What follows belongs to an exercise in optimizing a design on an open flow for small area, a short achievable clock period and few clock cycles; a production flow would make more cautious choices.
RTL that was checked went through simulation tests only; none was proved equivalent to the original.
Power and IR drop assume default switching activity.

Setup of before:
## ufs_core
module ufs_core (
    input  wire        clk,
    input  wire        rst,
    input  wire        rx_valid,
    input  wire [7:0]  rx_data,
    output wire        rx_ready,
    output reg         tx_valid,
    output wire [7:0]  tx_data,
    input  wire        tx_ready,
    output reg         mem_clr,
    output reg         buf_we,
    output wire [13:0] buf_addr,
    output wire [7:0]  buf_wdata,
    output reg         name_we,
    output wire [5:0]  name_addr,
    output wire [7:0]  name_wdata,
    output reg         st_valid,
    input  wire        st_ready,
    output wire [5:0]  st_name_len,
    output wire [13:0] st_length
);
Settings: LEC_CHECK=0, CAP_MARGIN=20, CORE_MARGIN=2, CORE_UTILIZATION=40, CTS_CLUSTER_DIAMETER=120, CTS_CLUSTER_SIZE=28, SLEW_MARGIN=20; clock period 8.0 ns.
standard.sh (not shown) runs the stock make flow with config.mk's settings and CLKGATE_MAP_FILE= SYNTH_SCRIPT=/design/flow/synth_recipe.tcl, a recipe that flattens the netlist after the stock synthesis.
==> flow/flow/run.sh <==
#!/bin/bash
# Standard ORFS layout, with the port buffers made from plain buffers and
# repair_timing asked for more setup margin.
set -euo pipefail
export BUFFER_PORTS_ARGS="-buffer_cell sky130_fd_sc_hd__buf_2"
export SETUP_SLACK_MARGIN=5
bash standard.sh > standard.log 2>&1
before reached the final stage; the timing, design-rule and antenna checks on its layout passed.
> inputs changed (before -> after)
Settings: CTS_CLUSTER_SIZE changed from 28 to 32.
Findings:
after finished every stage and its layout cleared the timing, design-rule and antenna checks. after vs before, final area went down by 99 um2. Reported for before and after, number of hold violations in the final report turned out identical to the last digit. before -> after: power after layout decreased slightly. Clock share of power, before and after, lower one = after. after: clock group total power about 6% below before. Measured against each other, before and after differ in routed via count divided by cell count, the lower figure coming from after. When after is set beside before, its utilization turns out to be 0.25 points smaller. after vs before: flip-flop and latch share of the layout cell area up. As far as share of synthesized registers carrying an async set or reset goes, after and before are indistinguishable; the numbers are identical.
No functional check of the RTL was part of any run of this note.

---

pine:
ufs_core, a different RTL version from the one above (not shown whole).
Size in the first run: ~1100 cells after synthesis, about 610 flip-flops, ~16000 sq um of cells after synthesis.
==> flow/config.mk <==
export PLATFORM = sky130hd
export DESIGN_NAME = ufs_core
export DESIGN_NICKNAME = ufs_core
export VERILOG_FILES = /design/flow/design.v
export SDC_FILE = /design/flow/constraint.sdc
export NUM_CORES = 4
export LEC_CHECK = 0
export CAP_MARGIN = 20
export CORE_MARGIN = 2
export CORE_UTILIZATION = 65
export CTS_CLUSTER_DIAMETER = 100
export CTS_CLUSTER_SIZE = 28
export SLEW_MARGIN = 20
==> flow/constraint.sdc <==
create_clock -name core_clock -period 8.0 [get_ports {clk}]
set_input_delay 1.6000 -clock core_clock [delete_from_list [all_inputs] [get_ports {clk}]]
set_output_delay 1.6000 -clock core_clock [all_outputs]
set_load 0.01 [all_outputs]
==> flow/flow/run.sh <==
#!/bin/bash
# Standard ORFS layout, with the port buffers made from plain buffers,
# repair_timing asked for more setup margin, and CTS without dummy loads.
set -euo pipefail
export BUFFER_PORTS_ARGS="-buffer_cell sky130_fd_sc_hd__buf_2"
export SETUP_SLACK_MARGIN=5.2
export CTS_ARGS="-sink_clustering_enable -repair_clock_nets -sink_clustering_size 28 -sink_clustering_max_diameter 100 -dont_use_dummy_load"
bash standard.sh > standard.log 2>&1
pine finished end to end and its layout was clean on timing, DRC and antenna.
Testbench counts of pine, summed over its fixed seeds: cycles 69,380.
Input-level comparison between oak and pine:
==> flow/flow/run.sh <==
#!/bin/bash
# Standard ORFS layout, with the port buffers made from plain buffers and
# repair_timing asked for more setup margin.
set -euo pipefail
export BUFFER_PORTS_ARGS="-buffer_cell sky130_fd_sc_hd__buf_2"
export SETUP_SLACK_MARGIN=5.1
bash standard.sh > standard.log 2>&1
From oak to pine, antenna diode count did not move at all.
Required time reported for the critical path endpoint essentially unchanged between pine and oak.
From pine to oak the numbers moved as follows: total wire length after detailed routing barely changed; post-route fraction of the period consumed by the critical path climbed 0.72 points.
oak vs. pine: flip-flop and latch count after synthesis shows no meaningful change; synthesized cell count shows no meaningful change.
pine → oak: cell area barely changed, total met3 wirelength after detailed routing now sits higher, worst hold slack stayed essentially flat, first-pass GRT wire length held steady.
oak reports a lower least setup slack across all paths after layout than pine does.

---

Starting RTL as in the previous note.
==> flow/config.mk <==
export PLATFORM = sky130hd
export DESIGN_NAME = ufs_core
export DESIGN_NICKNAME = ufs_core
export VERILOG_FILES = /design/flow/design.v
export SDC_FILE = /design/flow/constraint.sdc
export NUM_CORES = 4
export LEC_CHECK = 0
export CAP_MARGIN = 20
export CORE_MARGIN = 2
export CORE_UTILIZATION = 65
export CTS_CLUSTER_DIAMETER = 100
export CTS_CLUSTER_SIZE = 28
export SLEW_MARGIN = 20
==> flow/constraint.sdc <==
create_clock -name core_clock -period 8.0 [get_ports {clk}]
set_input_delay 1.6000 -clock core_clock [delete_from_list [all_inputs] [get_ports {clk}]]
set_output_delay 1.6000 -clock core_clock [all_outputs]
set_load 0.01 [all_outputs]
==> flow/flow/run.sh <==
#!/bin/bash
# Standard ORFS layout, with the port buffers made from plain buffers and
# repair_timing asked for more setup margin.
set -euo pipefail
export BUFFER_PORTS_ARGS="-buffer_cell sky130_fd_sc_hd__buf_1"
export SETUP_SLACK_MARGIN=5.2
bash standard.sh > standard.log 2>&1
Testbench counts at the start, summed over its fixed seeds: cycles 69,380.
Next try:
==> flow/flow/run.sh (replaced) <==
#!/bin/bash
# Standard ORFS layout, with the port buffers made from plain buffers and
# repair_timing asked for more setup margin.
set -euo pipefail
export BUFFER_PORTS_ARGS="-buffer_cell sky130_fd_sc_hd__buf_2"
export SETUP_SLACK_MARGIN=5.2
bash standard.sh > standard.log 2>&1
After rerunning: Synthesized area stays the same; total power went down by about 0.6%; worst setup slack loses 0.0080 ns.
Next try:
- ABC_AREA: default -> 1
Die area increases by 0.53%.
Area after synthesis increases by 0.54%.
Non-clock buffer count increases by 7.
Cell count increases by 11%.
Routed wire length increases by 10%.
Next try:
--- a/flow/flow/run.sh
+++ b/flow/flow/run.sh
@@ -4,4 +4,4 @@
 set -euo pipefail
 export BUFFER_PORTS_ARGS="-buffer_cell sky130_fd_sc_hd__buf_2"
-export SETUP_SLACK_MARGIN=5.2
+export SETUP_SLACK_MARGIN=5.3
 bash standard.sh > standard.log 2>&1
- ABC_AREA: 1 -> default
Sequential power stays flat.
Worst setup slack improved by 0.029 ns.
Global-route usage fell by 1.8 points.
Final cell count went down by 9.2%.
Power came out lower by 0.80%.
Combinational power stays flat.
Non-clock buffer count came out higher by 6.
Design area came out lower by 0.54%.

---

## wip/delta
ufs_core, a different RTL version from the one above (not shown whole).
Size: roughly 16000 um2 of cells after synthesis.
Design ufs_core, start of the top module:
module ufs_core (
    input  wire        clk,
    input  wire        rst,
    input  wire        rx_valid,
    input  wire [7:0]  rx_data,
    output wire        rx_ready,
    output reg         tx_valid,
    output wire [7:0]  tx_data,
    input  wire        tx_ready,
    output reg         mem_clr,
    output reg         buf_we,
    output wire [13:0] buf_addr,
    output wire [7:0]  buf_wdata,
    output reg         name_we,
    output wire [5:0]  name_addr,
    output wire [7:0]  name_wdata,
    output reg         st_valid,
    input  wire        st_ready,
    output wire [5:0]  st_name_len,
    output wire [13:0] st_length
);
    reg        rdy;
    reg        v1;
    reg  [7:0] d1;
    wire       fire = rx_valid & rdy;
    assign rx_ready = rdy;
    reg s_seek, s_cmd, s_n, s_name, s_tail, s_dsh, s_dsl, s_dlen, s_ddata, s_cs, s_skip;
    reg        is_s, is_e;       
    reg  [7:0] csum;
    reg  [7:0] rem;              
  ...
clock: 8.0 ns
lec_check: 0
cap_margin: 20
core_margin: 2
core_utilization: 40
cts_cluster_diameter: 120
cts_cluster_size: 28
slew_margin: 20
==> flow/flow/run.sh <==
#!/bin/bash
# Standard ORFS layout, with the port buffers made from plain buffers and
# repair_timing asked for more setup margin.
set -euo pipefail
export BUFFER_PORTS_ARGS="-buffer_cell sky130_fd_sc_hd__buf_2"
export SETUP_SLACK_MARGIN=5.6
bash standard.sh > standard.log 2>&1
### wip/delta -> wip/juniper
--- a/flow/flow/run.sh
+++ b/flow/flow/run.sh
@@ -4,4 +4,4 @@
 set -euo pipefail
 export BUFFER_PORTS_ARGS="-buffer_cell sky130_fd_sc_hd__buf_2"
-export SETUP_SLACK_MARGIN=5.6
+export SETUP_SLACK_MARGIN=5.3
 bash standard.sh > standard.log 2>&1
[summary]
- From wip/delta to wip/juniper the numbers moved as follows: first-iteration DRC count fell 22, antenna diode count fell 1, share of cell area taken by flip-flops and latches rose 1.8 points, routed length per placed instance fell about 4.3%.
- Comparing wip/delta and wip/juniper, the lower proportion of cell area occupied by multi-input gates was measured on wip/juniper.
- When wip/juniper is measured against wip/delta, its core utilization turns out 1.1 points lower.
- wip/juniper ended up with a lower switching power summed over all nets than wip/delta did.
- The run with more routed wire is wip/delta, not wip/juniper.
No functional check of the RTL was part of any run of this note.

---

ufs_core, a different RTL version from the one above (not shown whole).
Size: roughly 1100 cells after synthesis.
export LEC_CHECK = 0
export CAP_MARGIN = 20
export CORE_MARGIN = 2
export CORE_UTILIZATION = 40
export CTS_BUF_LIST = sky130_fd_sc_hd__clkbuf_4
export CTS_CLUSTER_SIZE = 20
export SLEW_MARGIN = 20
create_clock -name core_clock -period 8.0 [get_ports {clk}]
==> flow/flow/run.sh <==
#!/bin/bash
# Standard ORFS layout, with the port buffers made from plain buffers and
# repair_timing asked for more setup margin.
set -euo pipefail
export BUFFER_PORTS_ARGS="-buffer_cell sky130_fd_sc_hd__buf_2"
export SETUP_SLACK_MARGIN=5
bash standard.sh > standard.log 2>&1
The starting point completed with no timing, DRC or antenna violations.
Rerun with:
- CORE_UTILIZATION: 40 -> 70
- CTS_BUF_LIST: sky130_fd_sc_hd__clkbuf_4 -> sky130_fd_sc_hd__clkbuf_8
- CTS_CLUSTER_SIZE: 20 -> default
Outcome: The new run ran to the end with no violations; setup slack improves by 0.11 ns; area after synthesis stays the same; via count is lower by 3.8%; clock skew drops by 0.028 ns; power decreases by about 1.3%; sequential share of layout area rises by 2.0 points; cell count goes down by 18%; final area falls by about 3%; first-iteration DRC count climbs by 26%.
Rerun with:
==> flow/flow/run.sh (replaced) <==
#!/bin/bash
set -euo pipefail
export BUFFER_PORTS_ARGS="-buffer_cell sky130_fd_sc_hd__buf_2"
export SETUP_SLACK_MARGIN=6
bash standard.sh > standard.log 2>&1
- CORE_UTILIZATION: 70 -> 40
- CTS_BUF_LIST: sky130_fd_sc_hd__clkbuf_8 -> default
Effect: The new run produced a clean layout; maximum frequency grows slightly; core utilization drops by 32 points; die area climbs by well over a third; area after synthesis does not change; setup slack gains 0.035 ns; wire length went down by a few percent; first-iteration DRC count is lower by a quarter to a third; sequential power hardly moves.
Rerun with:
==> flow/flow/run.sh (replaced) <==
#!/bin/bash
# Standard ORFS layout, with the port buffers made from plain buffers and
# repair_timing asked for more setup margin.
set -euo pipefail
export BUFFER_PORTS_ARGS="-buffer_cell sky130_fd_sc_hd__buf_2"
export SETUP_SLACK_MARGIN=5
bash standard.sh > standard.log 2>&1
- CORE_UTILIZATION: 40 -> 70
Outcome:
- The new run finished clean
- core utilization went up by 33 points
- cell area decreases by 5.7%
- setup slack is worse by 0.040 ns
- combinational power goes down by 15%
- via count grows by 4.1%
- routed wire length rose by 18%
Rerun with:
==> flow/flow/run.sh (replaced) <==
#!/bin/bash
set -euo pipefail
export BUFFER_PORTS_ARGS="-buffer_cell sky130_fd_sc_hd__buf_2"
export SETUP_SLACK_MARGIN=5
bash standard.sh > standard.log 2>&1
- CORE_UTILIZATION: 70 -> 40
Effect: The new run produced a clean layout. Fmax is about the same. Worst setup slack is about the same. Hold slack improves by 0.015 ns. Final cell count rose by about a fifth.
No functional check of the RTL was part of any run of this note.

---

Setup of build 64:
The RTL this note starts from:
==> flow/design.v <==
module ufs_core (
    input  wire        clk,
    input  wire        rst,
    input  wire        rx_valid,
    input  wire [7:0]  rx_data,
    output wire        rx_ready,
    output reg         tx_valid,
    output reg  [7:0]  tx_data,
    input  wire        tx_ready,
    output reg         mem_clr,
    output reg         buf_we,
    output reg  [13:0] buf_addr,
    output reg  [7:0]  buf_wdata,
    output reg         name_we,
    output reg  [5:0]  name_addr,
    output reg  [7:0]  name_wdata,
    output reg         st_valid,
    input  wire        st_ready,
    output wire [5:0]  st_name_len,
    output wire [13:0] st_length
);
    reg        rdy;
    reg        v1;
    reg  [7:0] d1;
    wire       fire = rx_valid & rdy;
    assign rx_ready = rdy;
    reg s_seek, s_cmd, s_n, s_name, s_tail, s_dsh, s_dsl, s_dlen, s_ddata, s_cs, s_skip;
    reg        is_s, is_e;       
    reg  [7:0] csum;
    reg  [7:0] rem;              
    reg  [1:0] sc;               
    reg        nbig;             
    reg        sbig;             
    reg        eq28;             
    reg        seqh0, seqlo, seq41;
    reg        fok;              
    reg        dv, good;         
    reg        active;
    reg  [5:0] name_len;
    reg [13:0] declared_size;
    assign st_name_len = name_len;
    assign st_length   = declared_size;
    reg [511:0] ring;
    reg  [5:0] ph;
    reg        drn1, drn2;
    wire [7:0] r63 = ring[511:504];
    reg  [1:0] tx_n;             
    reg  [1:0] tx_c;             
    reg        pv;
    reg  [1:0] pc;
    wire [7:0] b    = d1;
    wire       hdr  = (b == 8'h81);
    wire       rem1 = (rem == 8'd1);
    wire p_cmd   = v1 & s_cmd;
    wire p_n     = v1 & s_n;
    wire p_name  = v1 & s_name;
    wire p_tail  = v1 & s_tail;
    wire p_dlen  = v1 & s_dlen;
    wire p_ddata = v1 & s_ddata;
    wire n_ok    = (b[7:6] == 2'b00) & (b != 8'd0);        
    wire size_ok = ~sbig & ~(eq28 & (b != 8'd0));
    wire commit  = p_tail & (sc == 2'd3) & is_s & ~nbig & size_ok;
    wire ins     = p_name & active & ~nbig;
    wire [1:0] ncode  = {is_s & good, ~good};    
    wire       st_set = dv & is_e & good;
    wire       st_nxt = st_set | (st_valid & ~st_ready);
    wire       drn_nxt = (dv & is_s & fok & good & active) | drn1 | (drn2 & (ph != 6'd63));
    wire xfer     = tx_valid & tx_ready;
    wire cur_free = ~tx_valid | (xfer & (tx_n == 2'd0));
    wire cmd_start   = p_cmd & (b == 8'h90);
    wire sn_next     = cmd_start | (s_n & ~v1);
    wire enter_align = p_n & active & n_ok;
    wire in_align    = s_name & active & ~nbig & ~(v1 & rem1);
    wire align_ok    = enter_align ? (ph == 6'd62) :
                       (fire | (v1 ? (ph == name_addr) : (ph + 6'd1 == name_addr)));
    wire stall       = pv | st_nxt | drn_nxt;
    wire rdy_nxt     = ~stall & ~(sn_next & active & fire) &
                       (~(enter_align | in_align) | align_ok);
    always @(posedge clk) begin
        d1   <= rx_data;
        ring <= {ring[503:0], ins ? b : r63};
    end
    always @(posedge clk) begin
        if (rst) begin
            rdy     <= 1'b1;
            v1      <= 1'b0;
            s_seek  <= 1'b1;
            s_cmd   <= 1'b0;  s_n    <= 1'b0;  s_name  <= 1'b0;  s_tail <= 1'b0;
            s_dsh   <= 1'b0;  s_dsl  <= 1'b0;  s_dlen  <= 1'b0;  s_ddata <= 1'b0;
            s_cs    <= 1'b0;  s_skip <= 1'b0;
            dv      <= 1'b0;
            active  <= 1'b0;
            mem_clr <= 1'b0;
            buf_we  <= 1'b0;
            name_we <= 1'b0;
            st_valid <= 1'b0;
            tx_valid <= 1'b0;
            pv      <= 1'b0;
            ph      <= 6'd0;
            drn1    <= 1'b0;
            drn2    <= 1'b0;
        end else begin
            rdy     <= rdy_nxt;
            v1      <= fire;
            ph      <= ph + 6'd1;
            dv      <= 1'b0;
            mem_clr <= 1'b0;
            buf_we  <= 1'b0;
            name_we <= 1'b0;
            if (v1) begin
                if (s_seek) begin
                    if (hdr) begin s_seek <= 1'b0; s_cmd <= 1'b1; end
                end
                if (s_cmd) begin
                    s_cmd <= 1'b0;
                    if (b == 8'h90)      s_n   <= 1'b1;
                    else if (b == 8'h91) s_dsh <= 1'b1;
                    else if (b == 8'h92) s_tail <= 1'b1;
                    else                 s_skip <= 1'b1;
                end
                if (s_n) begin
                    s_n <= 1'b0;
                    if (b >= 8'd249)     s_skip <= 1'b1;
                    else if (b == 8'd0)  s_tail <= 1'b1;
                    else                 s_name <= 1'b1;
                    mem_clr <= ~active & (b[7:6] == 2'b00);
                end
                if (s_name) begin
                    name_we <= ~active & ~nbig;
                    if (rem1) begin s_name <= 1'b0; s_tail <= 1'b1; end
                end
                if (s_tail) begin
                    if (sc == 2'd3) begin s_tail <= 1'b0; s_cs <= 1'b1; end
                end
                if (s_dsh) begin s_dsh <= 1'b0; s_dsl <= 1'b1; end
                if (s_dsl) begin s_dsl <= 1'b0; s_dlen <= 1'b1; end
                if (s_dlen) begin
                    s_dlen <= 1'b0;
                    if (b >= 8'd251)     s_skip  <= 1'b1;
                    else if (b == 8'd0)  s_cs    <= 1'b1;
                    else                 s_ddata <= 1'b1;
                end
                if (s_ddata) begin
                    buf_we <= fok;
                    if (rem1) begin s_ddata <= 1'b0; s_cs <= 1'b1; end
                end
                if (s_cs) begin
                    s_cs <= 1'b0; s_seek <= 1'b1;
                    dv   <= 1'b1;
                end
                if (s_skip) begin
                    if (rem1) begin s_skip <= 1'b0; s_seek <= 1'b1; end
                end
            end
            if (dv) begin
                if (is_s) begin
                    if (fok) begin
                        active <= good;
                        if (active) mem_clr <= 1'b1;
                    end
                end else if (is_e) begin
                    active <= 1'b0;
                end
            end
            if (st_set) st_valid <= 1'b1;
            else if (st_ready) st_valid <= 1'b0;
            if (dv & is_s & fok & good & active) drn1 <= 1'b1;
            if (drn1 & (ph == 6'd63)) begin drn1 <= 1'b0; drn2 <= 1'b1; end
            if (drn2) begin
                name_we <= (ph < name_len);
                if (ph == 6'd63) drn2 <= 1'b0;
            end
            if (cur_free) begin
                if (pv | dv) tx_valid <= 1'b1;
                else         tx_valid <= 1'b0;
                pv <= pv & dv;
            end else if (dv) begin
                pv <= 1'b1;
            end
        end
    end
    always @(posedge clk) begin
        if (v1) begin
            if (s_seek) csum <= 8'h81;
            else        csum <= csum + b;
        end
        if (p_cmd) begin
            is_s <= (b == 8'h90);
            is_e <= (b == 8'h92);
            fok  <= active;                  
            sc   <= 2'd2;
            rem  <= 8'd255;                  
        end
        if (p_n) begin
            nbig <= (b[7:6] != 2'b00);
            sbig <= 1'b0;
            sc   <= 2'd0;
            name_addr <= 6'h3f;
            rem  <= (b >= 8'd249) ? 8'd254 : b;
        end
        if (p_name) begin
            rem        <= rem - 8'd1;
            name_addr  <= name_addr + 6'd1;
            name_wdata <= b;
        end
        if (p_tail) begin
            sc <= sc + 2'd1;
            if (sc == 2'd0 || sc == 2'd1) sbig <= sbig | (b != 8'd0);
            if (sc == 2'd2) begin
                sbig <= sbig | (b > 8'h28);
                eq28 <= (b == 8'h28);
                buf_addr[13:8] <= b[5:0];    
            end
            if (sc == 2'd3 && is_s) fok <= commit;
        end
        if (commit) begin
            name_len      <= name_addr + 6'd1;
            declared_size <= {buf_addr[13:8], b};
        end
        if (v1 & s_dsh) seqh0 <= (b == 8'd0);
        if (v1 & s_dsl) begin
            seqlo <= seqh0 & (b != 8'd0) & (b <= 8'd40);
            seq41 <= seqh0 & (b == 8'd41);
            buf_addr[13:8] <= b[5:0] - 6'd1;
        end
        if (p_dlen) begin
            fok  <= active & (seqlo | (seq41 & (b == 8'd0)));
            rem  <= (b >= 8'd251) ? 8'd252 : b;
            buf_addr[7:0] <= 8'hff;
        end
        if (p_ddata) begin
            rem           <= rem - 8'd1;
            buf_addr[7:0] <= buf_addr[7:0] + 8'd1;
            buf_wdata     <= b;
        end
        if (v1 & s_skip) rem <= rem - 8'd1;
        if (v1 & s_cs) good <= (csum == b) & fok;
        if (drn2) begin
            name_addr  <= ph;
            name_wdata <= r63;
        end
        if (xfer & (tx_n != 2'd0)) begin
            tx_n    <= tx_n - 2'd1;
            tx_data <= (tx_n == 2'd2) ? (8'h93 + {6'd0, tx_c}) : (8'h14 + {6'd0, tx_c});
        end else if (cur_free & (pv | dv)) begin
            tx_n    <= 2'd2;
            tx_data <= 8'h81;
            tx_c    <= pv ? pc : ncode;
        end
        if (dv & ~(cur_free & ~pv)) pc <= ncode;
    end
endmodule
Settings: LEC_CHECK=0, CAP_MARGIN=20, CORE_MARGIN=2, CORE_UTILIZATION=40, SETUP_SLACK_MARGIN=4, SLEW_MARGIN=20; clock period 8.0 ns.
run.sh (not shown) runs the stock make flow with config.mk's settings and CLKGATE_MAP_FILE= SYNTH_SCRIPT=/design/flow/synth_recipe.tcl, a recipe that flattens the netlist after the stock synthesis.
Stock flow here: none of the scripts above is used.
Testbench counts of build 64, summed over its fixed seeds: cycles 69,361.
[inputs] build 12 vs build 64
# build 64
export LEC_CHECK = 0
export CAP_MARGIN = 20
export CORE_MARGIN = 2
export CORE_UTILIZATION = 40
export SETUP_SLACK_MARGIN = 4
export SLEW_MARGIN = 20
create_clock -name core_clock -period 8.0 [get_ports {clk}]
# build 12
export LEC_CHECK = 0
export CAP_MARGIN = 20
export CORE_MARGIN = 2
export CORE_UTILIZATION = 40
export SLEW_MARGIN = 20
create_clock -name core_clock -period 8.0 [get_ports {clk}]
Findings:
Any difference in number of endpoints with negative hold slack in the final report between build 64 and build 12 is small enough to ignore. Looking at build 64 and build 12, the proportion of power drawn by the clock network is a wash. | routed length on met2 | build 64 vs build 12 | ≈ equal |. Looking at build 64 and build 12, the hold buffer count at CTS is a wash. Build 12 -> build 64: count of buffers not belonging to the clock network in the layout delta 0, exact match.
Input changes introduced in build 46 (baseline for comparison: build 12):
# build 12
export LEC_CHECK = 0
export CAP_MARGIN = 20
export CORE_MARGIN = 2
export CORE_UTILIZATION = 40
export SLEW_MARGIN = 20
create_clock -name core_clock -period 8.0 [get_ports {clk}]
# build 46
export LEC_CHECK = 0
export CAP_MARGIN = 20
export CORE_MARGIN = 2
export CORE_UTILIZATION = 40
export SETUP_SLACK_MARGIN = 5
export SLEW_MARGIN = 20
create_clock -name core_clock -period 8.0 [get_ports {clk}]
Results
- There was hardly any difference in share of the core filled with cells in the final layout between build 46 and build 12.
- When build 46 is set beside build 12, its detailed-routing wirelength on met1 turns out to be 230 um larger.
- Build 46 -> build 12: basic-gate share of the synthesized area counting and, or, nand and nor cells delta 0, exact match
- There was hardly any difference in hold slack between build 46 and build 12.
- As far as mux contribution to synthesized area goes, build 46 and build 12 are indistinguishable; the numbers are identical.
- Build 12 -> build 46: cell area flat

-- what the ideal ports hide --
The flow's constraints put no driver on any port. The routed layouts listed below were extracted and timed again, unchanged, in two steps.
Step 1 (the two cells are an assumption about what drives the block):
set clk [get_ports {clk}]
set_driving_cell -lib_cell sky130_fd_sc_hd__clkbuf_16 $clk
set_driving_cell -lib_cell sky130_fd_sc_hd__buf_2 [delete_from_list [all_inputs] $clk]
Step 2, shift: input delay + t, output delay - t, t = (earliest + latest rising clock arrival at the registers) / 2. This alone moves slack from input paths to output paths.
a / b / c = ideal ports / drivers / drivers and shift; a / b = the first two.
| run | t (ns) | slack for setup (ns) | worst setup path at the end | worst register clock-pin slew, ns |
|---|---|---|---|---|
| before | 0.596 | 5.075 / 5.030 / 4.920 | input to register | 0.11 / 0.11 |
| after | 0.597 | 5.075 / 5.028 / 4.923 | input to register | 0.13 / 0.13 |
| pine | 0.587 | 5.224 / 5.178 / 5.163 | input to register | 0.11 / 0.11 |
| oak | 0.594 | 5.166 / 5.120 / 5.173 | input to register | 0.11 / 0.11 |
| the first run of note 3 | 0.601 | 5.238 / 5.189 / 5.110 | input to register | 0.11 / 0.11 |
| the second run of note 3 | 0.594 | 5.230 / 5.184 / 5.181 | input to register | 0.11 / 0.11 |
| the third run of note 3 | 0.609 | 5.197 / 5.145 / 5.316 | input to register | 0.12 / 0.12 |
| the fourth run of note 3 | 0.595 | 5.226 / 5.180 / 5.171 | input to register | 0.11 / 0.11 |
| wip/delta | 0.608 | 5.148 / 5.098 / 5.150 | input to register | 0.12 / 0.12 |
| wip/juniper | 0.619 | 5.104 / 5.051 / 5.045 | input to register | 0.12 / 0.12 |
| the first run of note 5 | 0.795 | 4.965 / 4.920 / 4.863 | input to register | 0.07 / 0.07 |
| the second run of note 5 | 0.651 | 5.071 / 5.027 / 4.964 | input to register | 0.08 / 0.08 |
| the third run of note 5 | 0.649 | 5.107 / 5.053 / 5.394 | input to register | 0.07 / 0.07 |
| the fourth run of note 5 | 0.611 | 5.066 / 5.020 / 4.927 | input to register | 0.07 / 0.07 |
| the fifth run of note 5 | 0.639 | 5.068 / 5.017 / 4.917 | input to register | 0.07 / 0.07 |
| build 64 | 0.638 | 4.649 / 4.601 / 4.558 | input to register | 0.06 / 0.06 |
| build 12 | 0.638 | 4.649 / 4.601 / 4.558 | input to register | 0.06 / 0.06 |
| build 46 | 0.637 | 5.064 / 5.015 / 4.550 | input to register | 0.06 / 0.06 |
After both steps setup and hold are still met in every run listed. For build 46, which loses most, drivers alone change the setup slack by -0.049 ns; drivers and shift together by -0.514 ns.
